Context: an optimization exercise on an open-source flow, tuned for small area, a short achievable clock period and few clock cycles per item. The choices shown serve that exercise and are no tape-out recipe. Where RTL was checked, it was by simulation tests only, not by an equivalence proof against the original.

==> module fp_div, before the edit <==
module fp_div (
    input  wire        clk,
    input  wire        rst,
    input  wire        pre,
    input  wire [31:0] bin,
    input  wire        start,
    input  wire [31:0] a,
    input  wire [31:0] b,
    output wire        done,
    output wire [31:0] y
);
    reg               a_sign;
    reg        [7:0]  a_exp;
    reg               a_mz;         
    reg        [1:0]  spec;         
    reg signed [9:0]  adj;          
    reg        [29:0] ws, wc;       
    reg        [23:0] dvs;          
    reg        [23:0] qp, qn;       
    reg               cnt;          
    reg               norm;         
    reg               first;
    reg               busy;
    wire b_n    = (b[30:23] != 0);
    wire a_max  = (a_exp == 8'hFF);
    wire b_max  = (b[30:23] == 8'hFF);
    wire a_nan  = a_max && !a_mz;
    wire b_nan  = b_max && (b[22:0] != 0);
    wire a_inf  = a_max && a_mz;
    wire b_inf  = b_max && (b[22:0] == 0);
    wire a_zero = (a_exp == 0) && a_mz;
    wire b_zero = (b[30:0] == 0);
    reg [1:0] spec_now;
    always @(*) begin
        if (a_nan || b_nan || (a_zero && b_zero) || (a_inf && b_inf))
            spec_now = 2'd1;
        else if (a_inf || b_zero)
            spec_now = 2'd2;
        else if (a_zero || b_inf)
            spec_now = 2'd3;
        else
            spec_now = 2'd0;
    end
    wire        a_n = (a[30:23] != 0);
    wire        nrm = ws[23] & dvs[23];
    wire [29:0] d1  = {4'd0, dvs, 2'b00};       
    wire [29:0] d2  = {3'd0, dvs, 3'b000};      
    reg signed [6:0] m2, m1, m0, mn1;
    always @(*) begin
        case (dvs[22:20])
            3'd0: begin m2 = 12; m1 = 3; m0 = -5; mn1 = -13; end
            3'd1: begin m2 = 14; m1 = 4; m0 = -6; mn1 = -15; end
            3'd2: begin m2 = 15; m1 = 4; m0 = -6; mn1 = -16; end
            3'd3: begin m2 = 16; m1 = 4; m0 = -7; mn1 = -18; end
            3'd4: begin m2 = 18; m1 = 5; m0 = -8; mn1 = -20; end
            3'd5: begin m2 = 19; m1 = 5; m0 = -8; mn1 = -21; end
            3'd6: begin m2 = 20; m1 = 5; m0 = -9; mn1 = -23; end
            3'd7: begin m2 = 22; m1 = 6; m0 = -10; mn1 = -25; end
            default: begin m2 = 0; m1 = 0; m0 = 0; mn1 = 0; end
        endcase
    end
    reg  [29:0] s, c, x, s4, c4, s_2, c_2;
    reg  [33:0] p, n;
    reg  [27:0] p_2, n_2;
    reg signed [6:0] est;
    reg         qp2, qp1, qn1, qn2;
    integer j;
    always @(*) begin
        s = ws;
        c = wc;
        p = {10'd0, qp};
        n = {10'd0, qn};
        s_2 = 30'd0; c_2 = 30'd0; p_2 = 28'd0; n_2 = 28'd0;
        for (j = 0; j < 5; j = j + 1) begin
            s4  = {s[27:0], 2'b00};
            c4  = {c[27:0], 2'b00};
            est = s4[28:22] + c4[28:22];
            qp2 = (est >= m2);
            qp1 = ~qp2 & (est >= m1);
            qn2 = (est < mn1);
            qn1 = ~qn2 & (est < m0);
            x   = qp2 ? ~d2 : qp1 ? ~d1 : qn1 ? d1 : qn2 ? d2 : 30'd0;
            s   = s4 ^ c4 ^ x;
            c   = {((s4 & c4) | (s4 & x) | (c4 & x)), 1'b0} | {29'd0, qp2 | qp1};
            p   = {p[31:0], qp2, qp1};
            n   = {n[31:0], qn2, qn1};
            if (j == 1) begin
                s_2 = s; c_2 = c; p_2 = p[27:0]; n_2 = n[27:0];
            end
        end
    end
    wire fast = a_n & dvs[23];
    reg  [29:0] ls, lc, lx, ls4, lc4;
    reg  [3:0]  lp, ln;
    reg signed [6:0] lest;
    reg         lqp2, lqp1, lqn1, lqn2;
    integer l;
    always @(*) begin
        ls = {6'd0, 1'b1, a[22:0]};
        lc = 30'd0;
        lp = 4'd0;
        ln = 4'd0;
        for (l = 0; l < 2; l = l + 1) begin
            ls4  = {ls[27:0], 2'b00};
            lc4  = {lc[27:0], 2'b00};
            lest = ls4[28:22] + lc4[28:22];
            lqp2 = (lest >= m2);
            lqp1 = ~lqp2 & (lest >= m1);
            lqn2 = (lest < mn1);
            lqn1 = ~lqn2 & (lest < m0);
            lx   = lqp2 ? ~d2 : lqp1 ? ~d1 : lqn1 ? d1 : lqn2 ? d2 : 30'd0;
            ls   = ls4 ^ lc4 ^ lx;
            lc   = {((ls4 & lc4) | (ls4 & lx) | (lc4 & lx)), 1'b0} | {29'd0, lqp2 | lqp1};
            lp   = {lp[1:0], lqp2, lqp1};
            ln   = {ln[1:0], lqn2, lqn1};
        end
    end
    always @(posedge clk) begin
        if (pre)
            dvs <= {bin[30:23] != 0, bin[22:0]};
        if (rst) begin
            busy <= 1'b0;
        end else if (start) begin
            a_sign <= a[31];
            a_exp  <= a[30:23];
            a_mz   <= (a[22:0] == 23'd0);
            adj    <= 10'sd0;
            first  <= 1'b1;
            busy   <= 1'b1;
            cnt    <= 1'b0;
            norm   <= ~fast;
            if (fast) begin
                ws <= ls;
                wc <= lc;
                qp <= {20'd0, lp};
                qn <= {20'd0, ln};
            end else begin
                ws <= {6'd0, a_n, a[22:0]};
                wc <= 30'd0;
                qp <= 24'd0;
                qn <= 24'd0;
            end
        end else if (busy) begin
            if (first) begin
                first <= 1'b0;
                spec  <= spec_now;
                if (spec_now != 2'd0)
                    busy <= 1'b0;
            end
            if (norm) begin
                if (!nrm) begin
                    if (!ws[23])
                        ws <= ws << 1;
                    if (!dvs[23])
                        dvs <= dvs << 1;
                    adj <= adj - {9'd0, ~ws[23]} + {9'd0, ~dvs[23]};
                end else begin
                    ws   <= s_2;
                    wc   <= c_2;
                    qp   <= p_2[23:0];
                    qn   <= n_2[23:0];
                    norm <= 1'b0;
                end
            end else begin
                ws  <= s;
                wc  <= c;
                qp  <= p[23:0];
                qn  <= n[23:0];
                cnt <= 1'b1;
                if (cnt)
                    busy <= 1'b0;
            end
        end
    end
    assign done = ~busy;
    wire [29:0] w   = s_2 + c_2;
    wire [29:0] wd  = s_2 + c_2 + d1;
    wire        neg = w[29];
    wire [27:0] qm1 = p_2 + ~n_2;               
    wire [27:0] quo = neg ? qm1 : qm1 + 28'd1;
    wire        rz  = neg ? (wd == 30'd0) : (w == 30'd0);
    wire        hi  = quo[26];
    wire [25:0] sig = hi ? quo[26:1] : quo[25:0];
    wire        stk = ~rz | (hi & quo[0]);
    wire signed [9:0] e = $signed({2'd0, a_exp[7:1], a_exp[0] | (a_exp == 0)})
                        - $signed({2'd0, b[30:24], b[23] | ~b_n}) + adj
                        + (hi ? 10'sd127 : 10'sd126);
    wire [31:0] rnd;
    fp_round u_round (
        .sign  (a_sign ^ b[31]),
        .e     (e),
        .sig   (sig),
        .sticky(stk),
        .res   (rnd)
    );
    assign y = (spec == 2'd1) ? 32'h7FC00000 :
               (spec == 2'd2) ? {a_sign ^ b[31], 8'hFF, 23'd0} :
               (spec == 2'd3) ? {a_sign ^ b[31], 31'd0} : rnd;
endmodule
make LEC_CHECK=0 ABC_AREA=1 CAP_MARGIN=20 CORE_MARGIN=2 CORE_UTILIZATION=40 SETUP_SLACK_MARGIN=5 SLEW_MARGIN=20 TNS_END_PERCENT=5 finish   # period 20.0 ns
run.sh (not shown) runs the stock make flow with config.mk's settings and CLKGATE_MAP_FILE= SYNTH_SCRIPT=/design/flow/synth_recipe.tcl, a recipe that flattens the netlist after the stock synthesis.
Change:
--- a/flow/design.v
+++ b/flow/design.v
@@ -333,15 +333,14 @@
             end
         end
     end
     assign done = ~busy;
     wire [29:0] w   = s_2 + c_2;
-    wire [29:0] wd  = s_2 + c_2 + d1;
+    wire [29:0] nd1 = ~d1 + 30'd1;
     wire        neg = w[29];
-    wire [27:0] qm1 = p_2 + ~n_2;               
-    wire [27:0] quo = neg ? qm1 : qm1 + 28'd1;
-    wire        rz  = neg ? (wd == 30'd0) : (w == 30'd0);
+    wire [27:0] quo = p_2 + ~n_2 + {27'd0, ~neg};    
+    wire        rz  = (w == (neg ? nd1 : 30'd0));
     wire        hi  = quo[26];
     wire [25:0] sig = hi ? quo[26:1] : quo[25:0];
     wire        stk = ~rz | (hi & quo[0]);
     wire signed [9:0] e = $signed({2'd0, a_exp[7:1], a_exp[0] | (a_exp == 0)})
                         - $signed({2'd0, b[30:24], b[23] | ~b_n}) + adj
Hold slack barely changes.
Flip-flop and latch count stays the same.
Routed wire length stays flat.
Register-to-register slack stays flat.
Synthesized cell count drops by 3.7%.
Clock skew hardly moves.
First-iteration DRC count drops by 5.5%.
Core utilization climbs by 0.34 points.
Testbench counts after the change, summed over its fixed seeds: cycles 43,200, items 4,800.
The RTL of the first run of this note was laid out without a check of its function.

== the reference run ==
Another version of the RTL of pid_eval (not shown whole).
For scale: ~12000 cells after synthesis, roughly 590 flip-flops, ~330 I/O pins.
clock: 20.0 ns
lec_check: 0
abc_area: 1
cap_margin: 20
core_margin: 2
core_utilization: 40
setup_slack_margin: 5
slew_margin: 20
tns_end_percent: 5
diff inputs: the reference run => the trial run
--- a/flow/design.v
+++ b/flow/design.v
@@ -235,33 +235,37 @@
         begin
             p2 = (e >= m2);
             p1 = ~p2 & (e >= m1);
             n2 = (e < mn1);
             n1 = ~n2 & (e < m0);
             qsel = {p2, p1, n1, n2};
         end
     endfunction
     function [63:0] step;
         input [29:0] s, c;
         input [3:0]  q;
         reg [29:0] s4, c4, x, so, co;
-        reg [9:0]  k, e;
+        reg [9:0]  e0, ep2, ep1, en1, en2, e;
         begin
             s4 = {s[27:0], 2'b00};
             c4 = {c[27:0], 2'b00};
             x  = ({30{q[3]}} & ~d2) | ({30{q[2]}} & ~d1) | ({30{q[1]}} & d1) | ({30{q[0]}} & d2);
             so = s4 ^ c4 ^ x;
             co = {((s4 & c4) | (s4 & x) | (c4 & x)), 1'b0} | {29'd0, q[3] | q[2]};
-            k   = ({10{q[3]}} & nk2) | ({10{q[2]}} & nk1) | ({10{q[1]}} & nkn1) | ({10{q[0]}} & nkn2);
-            e   = s[25:16] + c[25:16] + k;
+            e0  = s[25:16] + c[25:16];
+            ep2 = s[25:16] + c[25:16] + nk2;
+            ep1 = s[25:16] + c[25:16] + nk1;
+            en1 = s[25:16] + c[25:16] + nkn1;
+            en2 = s[25:16] + c[25:16] + nkn2;
+            e   = q[3] ? ep2 : q[2] ? ep1 : q[1] ? en1 : q[0] ? en2 : e0;
             step = {qsel(e[9:2]), so, co};
         end
     endfunction
     reg  [29:0] s, c, s_2, c_2;
     reg  [3:0]  q, q_2;
     reg  [33:0] p, n;
     reg  [27:0] p_2, n_2;
     integer j;
     always @(*) begin
         s = ws;
         c = wc;
         q = qr;
[summary]
The trial run against the reference run: global-route usage moved down; total length of routed wires shows a reduction of about 6%; post-synthesis net count went up by 1014; maximum clock rate grew by 0.0092 GHz. Delta(netlist area before placement, the trial run - the reference run) > 0. Every stage of the flow completed for the trial run, and the final layout passed the timing, DRC and antenna checks. The trial run ends up with lower first-pass GRT wire length than the reference run does.
No run of this note included a check of the RTL's function; only the layout flow was run.

[port drivers added, routing unchanged]
The flow's constraints put no driver on any port. The routed layouts listed below were extracted and timed again, unchanged, in two steps. Step 1 assumes that a clkbuf_16 drives the clock port and a buf_2 every other input. Step 2 times the ports against the registers' clock, not the clock port: input delays grow and output delays shrink by t, the midpoint of the rising clock arrivals with the driver on. a / b / c = no drivers / after step 1 / after step 2; a / b = the first two.
run	t, ns	setup slack, ns	clock arrival spread, ns
the first run of note 1	0.805	3.451 / 3.451 / 3.451	0.050 / 0.051
the second run of note 1	0.803	3.462 / 3.462 / 3.462	0.051 / 0.051
the reference run	0.827	3.208 / 3.208 / 3.208	0.048 / 0.047
the trial run	0.819	5.446 / 5.446 / 5.446	0.087 / 0.086
After both steps every run listed still meets setup and hold.
